What follows belongs to an exercise in optimizing a design on an open flow for small area, a short achievable clock period and few clock cycles; a production flow would make more cautious choices. For this run, only the layout was checked, not whether the RTL still works.

[design/flow/run.sh]
#!/bin/bash
# synth_recipe.tcl (not shown) runs the flow's synth.tcl, then flattens the netlist and writes it again
# the make line also repeats each setting of config.mk as NAME=value (left out here)
make -C /OpenROAD-flow-scripts/flow DESIGN_CONFIG=/design/flow/config.mk WORK_HOME=/design/flow/orfs CLKGATE_MAP_FILE= SYNTH_SCRIPT=/design/flow/synth_recipe.tcl finish
[design/flow/config.mk]
export PLATFORM = sky130hd
export DESIGN_NAME = prf_telemetry_mux
export DESIGN_NICKNAME = prf_telemetry_mux
export VERILOG_FILES = /design/flow/design.v
export SDC_FILE = /design/flow/constraint.sdc
export NUM_CORES = 4
export LEC_CHECK = 0
export CAP_MARGIN = 20
export CORE_MARGIN = 2
export CORE_UTILIZATION = 40
export SETUP_SLACK_MARGIN = 5
export SLEW_MARGIN = 20
[design/flow/constraint.sdc]
create_clock -name core_clock -period 10.0 [get_ports {clk}]
set_input_delay 2.0000 -clock core_clock [delete_from_list [all_inputs] [get_ports {clk}]]
set_output_delay 2.0000 -clock core_clock [all_outputs]
set_load 0.01 [all_outputs]
[design/flow/design.v]
module prf_crc_word (
    input  wire [31:0] crc_in,
    input  wire [31:0] data,
    output reg  [31:0] crc_out
);
    localparam [31:0] POLY = 32'h04C11DB7;
    integer i;
    always @(*) begin
        crc_out = crc_in ^ data;
        for (i = 0; i < 32; i = i + 1) begin
            if (crc_out[31])
                crc_out = {crc_out[30:0], 1'b0} ^ POLY;
            else
                crc_out = {crc_out[30:0], 1'b0};
        end
    end
endmodule
module prf_telemetry_mux (
    input  wire         clk,
    input  wire         rst,
    input  wire [7:0]   tick,           
    input  wire         load_valid,     
    input  wire [2:0]   load_kind,
    input  wire [31:0]  load_value,
    input  wire         req_valid,
    output reg          req_ready,
    input  wire [7:0]   req_mask,
    input  wire [143:0] req_payload,    
    output reg          out_valid,
    input  wire         out_ready,
    output reg  [31:0]  out_data,
    output reg  [2:0]   out_nbytes,
    output reg          out_last
);
    function [3:0] f_size(input [2:0] k);
        case (k)
            3'd0: f_size = 4'd12;  3'd1: f_size = 4'd11;
            3'd2: f_size = 4'd14;  3'd3: f_size = 4'd13;
            3'd4: f_size = 4'd11;  3'd5: f_size = 4'd10;
            3'd6: f_size = 4'd10;  default: f_size = 4'd9;
        endcase
    endfunction
    function [7:0] f_kbit(input [2:0] k);
        case (k)
            3'd0: f_kbit = 8'd6;  3'd1: f_kbit = 8'd2;
            3'd2: f_kbit = 8'd5;  3'd3: f_kbit = 8'd1;
            3'd4: f_kbit = 8'd7;  3'd5: f_kbit = 8'd3;
            3'd6: f_kbit = 8'd4;  default: f_kbit = 8'd0;
        endcase
    endfunction
    function [1:0] f_nwl(input [2:0] k);    
        case (k)
            3'd2:    f_nwl = 2'd2;
            3'd7:    f_nwl = 2'd0;
            default: f_nwl = 2'd1;
        endcase
    endfunction
    function [31:0] f_init(input [2:0] k);
        case (k)
            3'd0: f_init = 32'hF9FFFFFF;  3'd1: f_init = 32'h9BF3A90F;
            3'd2: f_init = 32'h09B93D59;  3'd3: f_init = 32'h4AC9A203;
            3'd4: f_init = 32'h9BF6A90F;  3'd5: f_init = 32'h09B93B59;
            3'd6: f_init = 32'h09B93C59;  default: f_init = 32'h4E08BFB4;
        endcase
    endfunction
    function [31:0] f_word(input [2:0] k, input [1:0] w, input [31:0] c, input [143:0] p);
        reg [95:0] v;    
        begin
            case (k)
                3'd0: v = {8'h00, c[7:0], c[15:8], c[23:16],
                           c[31:24], p[7:0], p[15:8], p[23:16], 32'h0};
                3'd1: v = {16'h0000, c[7:0], c[15:8],
                           c[23:16], c[31:24], p[31:24], p[39:32], 32'h0};
                3'd2: v = {24'h000000, c[7:0],
                           c[15:8], c[23:16], c[31:24], p[47:40],
                           p[55:48], p[63:56], p[71:64], p[79:72]};
                3'd3: v = {c[7:0], c[15:8], c[23:16], c[31:24],
                           p[87:80], p[95:88], p[103:96], p[111:104], 32'h0};
                3'd4: v = {16'h0000, c[7:0], c[15:8],
                           c[23:16], c[31:24], p[119:112], p[127:120], 32'h0};
                3'd5: v = {24'h000000, c[7:0],
                           c[15:8], c[23:16], c[31:24], p[135:128], 32'h0};
                3'd6: v = {24'h000000, c[7:0],
                           c[15:8], c[23:16], c[31:24], p[143:136], 32'h0};
                default: v = {c[7:0], c[15:8], c[23:16], c[31:24], 64'h0};
            endcase
            case (w)
                2'd0:    f_word = v[95:64];
                2'd1:    f_word = v[63:32];
                default: f_word = v[31:0];
            endcase
        end
    endfunction
    function [2:0] f_first(input [7:0] m);
        casez (m)
            8'b???????1: f_first = 3'd0;
            8'b??????10: f_first = 3'd1;
            8'b?????100: f_first = 3'd2;
            8'b????1000: f_first = 3'd3;
            8'b???10000: f_first = 3'd4;
            8'b??100000: f_first = 3'd5;
            8'b?1000000: f_first = 3'd6;
            default:     f_first = 3'd7;
        endcase
    endfunction
    function [7:0] f_above(input [2:0] k);    
        f_above = 8'hFE << k;
    endfunction
    reg [31:0] cnt [0:7];
    integer k;
    always @(posedge clk) begin
        if (rst) begin
            for (k = 0; k < 8; k = k + 1) cnt[k] <= 32'd0;
        end else begin
            for (k = 0; k < 8; k = k + 1) begin
                if (load_valid && load_kind == k)
                    cnt[k] <= load_value;
                else if (tick[k])
                    cnt[k] <= cnt[k] + 32'd1;
            end
        end
    end
    reg [255:0] scnt;         
    reg [143:0] spay;
    reg [7:0]   smask;        
    wire [7:0] rmask = {req_mask[0], req_mask[4], req_mask[3], req_mask[7],
                        req_mask[1], req_mask[5], req_mask[2], req_mask[6]};
    reg        g_act;         
    reg        g_hold;        
    reg [2:0]  gk;            
    reg [3:0]  gidx;          
    reg        e_act;         
    reg [2:0]  ek;
    reg [1:0]  ew;
    reg [31:0] crc_s;
    reg        h_val;         
    reg [31:0] crc_h;
    wire [31:0] e_cnt  = scnt[32*ek +: 32];
    wire [31:0] e_word = f_word(ek, ew, e_cnt, spay);
    wire [31:0] e_base = (ew == 2'd0) ? f_init(ek) : crc_s;
    wire [31:0] crc_next;
    prf_crc_word u_crc (.crc_in(e_base), .data(e_word), .crc_out(crc_next));
    wire        e_wlast = (ew == f_nwl(ek));
    wire [7:0]  e_rest  = smask & f_above(ek);
    wire [3:0]  g_size  = f_size(gk);
    wire [3:0]  g_body  = g_size - 4'd4;
    wire [7:0]  g_rest  = smask & f_above(gk);
    wire        g_more  = |g_rest;
    wire [2:0]  nk      = f_first(g_rest);
    wire [4:0]  g_end   = {1'b0, gidx} + 5'd4;
    wire        g_cross = (g_end >= {1'b0, g_size});        
    wire        g_last  = g_cross && (g_hold || !g_more);
    wire        g_crcfin = g_cross && (gidx < g_size);      
    wire        g_crcany = (g_end > {1'b0, g_body}) && (gidx < g_size);   
    wire        g_ok    = !g_crcany || h_val;
    wire [31:0] g_cnt   = scnt[32*gk +: 32];
    wire [31:0] n_cnt   = scnt[32*nk +: 32];
    wire [7:0]  g_kb = f_kbit(gk);
    wire [23:0] n_hd = {n_cnt[15:0], f_kbit(nk)};
    reg  [135:0] rv;
    always @(*) begin
        rv = 136'd0;
        rv[39:0] = {g_cnt, g_kb};
        case (gk)
            3'd0: rv[135:40] = {24'd0, n_hd, crc_h, spay[23:0]};
            3'd1: rv[135:40] = {32'd0, n_hd, crc_h, spay[39:24]};
            3'd2: rv[135:40] = {n_hd, crc_h, spay[79:40]};
            3'd3: rv[135:40] = {8'd0, n_hd, crc_h, spay[111:80]};
            3'd4: rv[135:40] = {32'd0, n_hd, crc_h, spay[127:112]};
            3'd5: rv[135:40] = {40'd0, n_hd, crc_h, spay[135:128]};
            3'd6: rv[135:40] = {40'd0, n_hd, crc_h, spay[143:136]};
            default: rv[135:40] = {48'd0, n_hd, crc_h};
        endcase
    end
    wire [87:0] fs1 = gidx[3] ? {24'd0, rv[135:64]} : rv[87:0];
    wire [55:0] fs2 = gidx[2] ? fs1[87:32] : fs1[55:0];
    wire [39:0] fs3 = gidx[1] ? fs2[55:16] : fs2[39:0];
    wire [31:0] g_data = gidx[0] ? fs3[39:8] : fs3[31:0];
    wire [2:0]  g_nbytes = g_last ? (g_size[2:0] - gidx[2:0]) : 3'd4;
    wire advance = !out_valid || out_ready;
    wire gadv    = advance && g_act && g_ok;       
    wire take    = req_valid && req_ready;
    wire h_rel   = gadv && g_crcfin;               
    wire e_done  = e_act && e_wlast && (!h_val || h_rel);
    wire e_step  = e_act && !e_wlast;
    wire [2:0] r_first = f_first(rmask);
    wire [2:0] s_first = f_first(smask);
    reg        g_act_n, g_hold_n, e_act_n, h_val_n;
    reg [2:0]  gk_n, ek_n;
    reg [3:0]  gidx_n;
    reg [1:0]  ew_n;
    reg [7:0]  smask_n;
    always @(*) begin
        g_act_n  = g_act;
        g_hold_n = g_hold;
        gk_n     = gk;
        gidx_n   = gidx;
        smask_n  = take ? rmask : smask;
        if (gadv) begin
            if (g_last) begin
                if (g_hold) begin
                    g_hold_n = 1'b0;
                    gk_n     = (smask == 8'd0) ? 3'd7 : s_first;
                    gidx_n   = (smask == 8'd0) ? 4'd9 : 4'd0;
                end else if (take) begin
                    gk_n     = (rmask == 8'd0) ? 3'd7 : r_first;
                    gidx_n   = (rmask == 8'd0) ? 4'd9 : 4'd0;
                end else
                    g_act_n  = 1'b0;
            end else if (g_cross) begin
                gk_n   = nk;
                gidx_n = g_end[3:0] - g_size;
            end else
                gidx_n = g_end[3:0];
        end else if (take) begin
            if (g_act)
                g_hold_n = 1'b1;
            else begin
                g_act_n = 1'b1;
                gk_n    = (rmask == 8'd0) ? 3'd7 : r_first;
                gidx_n  = (rmask == 8'd0) ? 4'd9 : 4'd0;
            end
        end
        e_act_n = e_act;
        ek_n    = ek;
        ew_n    = ew;
        if (take) begin
            e_act_n = (rmask != 8'd0);
            ek_n    = r_first;
            ew_n    = 2'd0;
        end else if (e_done) begin
            e_act_n = |e_rest;
            ek_n    = f_first(e_rest);
            ew_n    = 2'd0;
        end else if (e_step)
            ew_n = ew + 2'd1;
        if (e_done)
            h_val_n = 1'b1;
        else if (h_rel)
            h_val_n = 1'b0;
        else
            h_val_n = h_val;
    end
    wire [3:0] n_size = f_size(gk_n);
    wire       n_last = ({1'b0, gidx_n} + 5'd4 >= {1'b0, n_size}) &&
                        !(|(smask_n & f_above(gk_n)));
    wire       rdy_n  = !g_hold_n && (!g_act_n || (n_last && !e_act_n));
    always @(posedge clk) begin
        if (req_ready) begin
            for (k = 0; k < 8; k = k + 1)
                scnt[32*k +: 32] <= cnt[k];
            spay <= req_payload;
        end
        smask <= smask_n;
        gk    <= gk_n;
        gidx  <= gidx_n;
        ek    <= ek_n;
        ew    <= ew_n;
        if (e_step)
            crc_s <= crc_next;
        if (e_done)
            crc_h <= crc_next;
        if (advance) begin
            out_data   <= g_data;
            out_nbytes <= g_nbytes;
            out_last   <= g_last;
        end
    end
    always @(posedge clk) begin
        if (rst) begin
            g_act     <= 1'b0;
            g_hold    <= 1'b0;
            e_act     <= 1'b0;
            h_val     <= 1'b0;
            out_valid <= 1'b0;
            req_ready <= 1'b0;
        end else begin
            g_act     <= g_act_n;
            g_hold    <= g_hold_n;
            e_act     <= e_act_n;
            h_val     <= h_val_n;
            req_ready <= rdy_n;
            if (advance)
                out_valid <= g_act && g_ok;
        end
    end
endmodule
==> summary.json <==
{
  "status": {"value": "no timing/DRC/antenna violations"},
  "finalMaxSlewViolations": {"value": 0},
  "first_iter_violations": {"value": 5835},
  "critical_path.reg2reg.endpoint": {"value": "crc_h[2]$_DFFE_PP_"},
  "synth_edf_count": {"value": 504},
  "grt_setup_unrepaired": {"value": "yes"},
  "total_negative_slack": {"value": 0, "unit": "ps"},
  "yosys_warnings": {"value": 3},
  "max_freq": {"value": 0.1941, "unit": "GHz"},
  "finalWirelength": {"value": 222600, "unit": "um"},
  "place.gp.congestion": {"value": 1.035},
  "grt_first_pass_wirelength": {"value": 299300, "unit": "um"},
  "drtPass1Iterations": {"value": 8},
  "worstSetupStartpointType": {"value": "flop"},
  "timing.final.crit_share": {"value": 51.53, "unit": "%"},
  "worst_slew_slack_as_a_fraction_of_its_limit": {"value": 7.830, "unit": "%"},
  "cts-hold-fix-buffers": {"value": 0},
  "clock_tree_from_tritoncts": {"value": "done"},
  "worstHoldStart": {"value": "cnt[3][31]$_SDFFE_PP0P_"},
  "worst_ep_arrival_time": {"value": 5590, "unit": "ps"},
  "use_met3": {"value": 9.215, "unit": "%"},
  "floorplan.initialDensity": {"value": 40.39, "unit": "%"},
  "die_width": {"value": 344.3, "unit": "um"},
  "yosys-top-cells-area": {"value": "edfxtp_1 (33%), dfxtp_1 (12%), xor2_1 (4.1%), mux4_2 (4.1%), a211oi_1 (4.1%)"},
  "placement_rows": {"value": 124},
  "filler_cell_count": {"value": 10379},
  "count_of_cells_along_the_worst_register_to_register_path": {"value": 17},
  "tightestPinTransition": {"value": 1344, "unit": "ps"},
  "synth.yosys.seq_area_share": {"value": 44.70, "unit": "%"},
  "postSynth.topFlopCell": {"value": "edfxtp_1"},
  "post_synth_instance_area": {"value": 0.04631, "unit": "mm2"},
  "flow.area_growth_from_synthesis": {"value": 23.74, "unit": "%"},
  "clockRootBuffer": {"value": "clkbuf_16"},
  "timing.clock.skew": {"value": 58.98, "unit": "ps"},
  "core-area": {"value": 0.1147, "unit": "mm2"},
  "post-synth-top-area-cell": {"value": "edfxtp_1"},
  "layout-drive-gt1-share": {"value": 18.23, "unit": "%"},
  "count_of_buffers_inserted_at_the_top_level_ports": {"value": 237},
  "synth.lib_cells_used.distinct": {"value": 110},
  "ff2ff_setup_slack": {"value": 4850, "unit": "ps"},
  "place.detailed.hpwl": {"value": 159500, "unit": "um"},
  "number_of_global_route_vias_before_repair": {"value": 37384},
  "hold_violations": {"value": 0},
  "floorplan.die_area": {"value": 0.1185, "unit": "mm2"},
  "post-route-min-period": {"value": 5153, "unit": "ps"},
  "min_to": {"value": "scnt[127]$_DFFE_PP_"},
  "reg2reg_start": {"value": "ek[2]$_DFFE_PP_"},
  "clk_latency": {"value": 750, "unit": "ps"},
  "critPathRequiredTime": {"value": 10440, "unit": "ps"},
  "worst_hold_path_type": {"value": "reg -> reg"},
  "gr_util_all_layers": {"value": 36.22, "unit": "%"},
  "setup-violations-final": {"value": 0},
  "globalRoute.totalOverflow": {"value": 0},
  "final_util": {"value": 49.98, "unit": "%"},
  "wire_per_inst": {"value": 35.00, "unit": "um"},
  "die_height": {"value": 344.3, "unit": "um"},
  "initial_antenna_violation_count": {"value": 15},
  "cp-startpoint": {"value": "ek[2]$_DFFE_PP_"},
  "drv_cap": {"value": 0},
  "number_of_buffers_created_by_cts": {"value": 85},
  "top_usage_layer": {"value": "met2"},
  "type_of_the_worst_setup_path": {"value": "reg -> reg"},
  "globalRouteMet2Util": {"value": 53.36, "unit": "%"},
  "nets": {"value": 4991},
  "post_synth_inst_count": {"value": 4467},
  "drc_viols": {"value": 0},
  "grt_max_degree": {"value": 142},
  "critical_path.max_fanout": {"value": 21},
  "grt.met1_usage": {"value": 48.51, "unit": "%"},
  "route.vias.total": {"value": 41691},
  "synthesis.area_per_instance": {"value": 10.37, "unit": "um2"},
  "io_pins": {"value": 238},
  "synth_largest_type_area_fraction": {"value": 32.68, "unit": "%"},
  "synthArstFlopShare": {"value": 0, "unit": "%"},
  "endpoint_type_of_the_worst_setup_path": {"value": "flop"},
  "post_drt_via_cell_ratio": {"value": 6.555},
  "synth-seq-cells": {"value": 782},
  "min_delay_path_depth": {"value": 0},
  "clock_sinks": {"value": 782},
  "detail-route-antenna-nets": {"value": 0},
  "cts-root-to-sink-buffers": {"value": 3},
  "postSynthNetCount": {"value": 4697},
  "clk_pin_slew": {"value": 60, "unit": "ps"},
  "htree_levels": {"value": 3}
}
worst max path at each step:
stage                                 endpoint  slack (ps)  cells after the start
after floorplan           req_ready$_SDFF_PP0_        4110                     16
after global placement      crc_h[8]$_DFFE_PP_        3360                     13
after detailed placement   crc_h[19]$_DFFE_PP_        3320                     13
after CTS                   crc_s[2]$_DFFE_PP_        4960                     18
after global routing        crc_s[7]$_DFFE_PP_        4820                     16
final                       crc_h[2]$_DFFE_PP_        4850                     17
flip-flops by register name (all words and copies together), names as in the netlist, 4 cells and up:
register / count
scnt: 256
out_data: 32
crc_s: 32
gidx: 4
spay: 144
cnt: 256
smask: 8
crc_h: 32
what timing repair did:
item,in CTS,in global routing
resized for setup,215,145
setup buffers,108,103
setup endpoints to repair,102,81
pin swaps,63,61
gates cloned,20,6
critical path, stage by stage, from the launching register on:
cell	delay, ps
edfxtp_1	470
buf_6	180
clkbuf_16	170
buf_4	170
clkbuf_16	210
a32oi_2	200
nand3_2	140
a222oi_1	550
xnor2_2	190
buf_6	140
xnor3_2	360
buf_6	160
xnor3_2	410
xnor3_1	420
xor3_4	600
buf_6	180
xnor2_4	130
xor2_2	190
layout by cell type (no fill, tap or decap), types with 47 or more instances in the layout:
| cell type | count |
|---|---|
| dfxtp_1 | 270 |
| a211oi_1 | 246 |
| and3_1 | 82 |
| inv_1 | 47 |
| a22oi_1 | 75 |
| o21ai_0 | 187 |
| xor2_1 | 199 |
| nand2_1 | 372 |
| a311oi_1 | 52 |
| clkdlybuf4s50_1 | 236 |
| nor2_1 | 473 |
| a21oi_1 | 156 |
| o22ai_1 | 56 |
| mux4_2 | 84 |
| nand3_1 | 112 |
| edfxtp_1 | 504 |
| xnor2_1 | 155 |
| or3_1 | 49 |
| buf_4 | 212 |
| mux2i_1 | 125 |
| clkbuf_16 | 94 |
| mux2_2 | 71 |
area by class of cell:
class,count,area (um2),share of cell area [%]
Antenna cell,15,37.54,0.06550
Clock buffer,115,2404,4.195
Clock inverter,44,554.3,0.9673
Inverter,54,217.7,0.3799
Multi-Input combinational cell,3294,25590,44.67
Sequential cell,782,20720,36.16
Tap cell,1512,1892,3.301
Timing Repair Buffer,543,5876,10.25
Timing Repair inverter,1,5.005,0.008734
kinds of logic after synthesis:
group           count (synthesis)  share of synthesized area (%)
flops                         782                          44.70
fa+ha+maj                      43                          1.140
mux                           291                          8.789
xor+xnor                      476                          10.88
buf+inv                       391                          3.648
compound gates               1175                          17.98
simple gates                 1309                          12.87
cells in the mapped netlist (17+ instances only):
library cell and instances:
a211oi_1 250, a21o_1 17, a21oi_1 164, a221oi_1 53, a22o_1 19, a22oi_1 80
a311oi_1 54, a31oi_1 28, and3_1 85, buf_1 27, buf_2 22, clkbuf_1 231
clkbuf_2 32, dfxtp_1 278, edfxtp_1 504, ha_1 27, inv_1 50, mux2_2 71
mux2i_1 131, mux4_2 84, nand2_1 380, nand2b_1 24, nand3_1 120, nand4_1 42
nor2_1 482, nor2b_1 34, nor3_1 25, o211ai_1 24, o21ai_0 195, o221ai_1 42
o22ai_1 62, or3_1 50, xnor2_1 188, xnor3_1 33, xor2_1 219
routing by layer:
| metal | vias to the layer above | part of all wire, % |
|---|---|---|
| met4 | 10 | 6.9 |
| met5 | - | 0.032 |
| met3 | 700 | 12 |
| met2 | 2905 | 42 |
| met1 | 20520 | 39 |
| li1 | 17556 | - |
per-stage QoR:
step / cells / hold WS, ps / cell area, um2 / setup slack [ps]
after floorplan: 4467 / 417.2 / 46330 / 4111
after global placement: 5948 / 433.3 / 49770 / 3359
after detailed placement: 5949 / 437.0 / 49790 / 3316
after CTS: 6236 / 453.4 / 55430 / 4965
after global routing: 6345 / 462.5 / 57260 / 4819
final: 6360 / 454.2 / 57300 / 4847

afterwards: timing with drivers on the ports:
How much do the figures lean on ideal ports? The routed layout below was timed once more, with nothing changed but the port constraints. Step 1 sets driving cells, clkbuf_16 on the clock port and buf_2 on the other inputs (assumed; they add their load-dependent delay and slew). Step 2, shift: input delay + t, output delay - t, t = (earliest + latest rising clock arrival at the registers) / 2. This alone moves slack from input paths to output paths. Three values: ideal, step 1, step 2; two values: the first two.
shift t [ns]: 0.787
setup WS [ns]: 4.847 / 4.847 / 4.371
clock arrival spread, ns: 0.060 / 0.060
worst slew at a driven data input, ns: 0.11
After both steps this run still meets setup and hold. For this run, drivers alone change the setup slack by 0.000 ns; drivers and shift together by -0.476 ns.
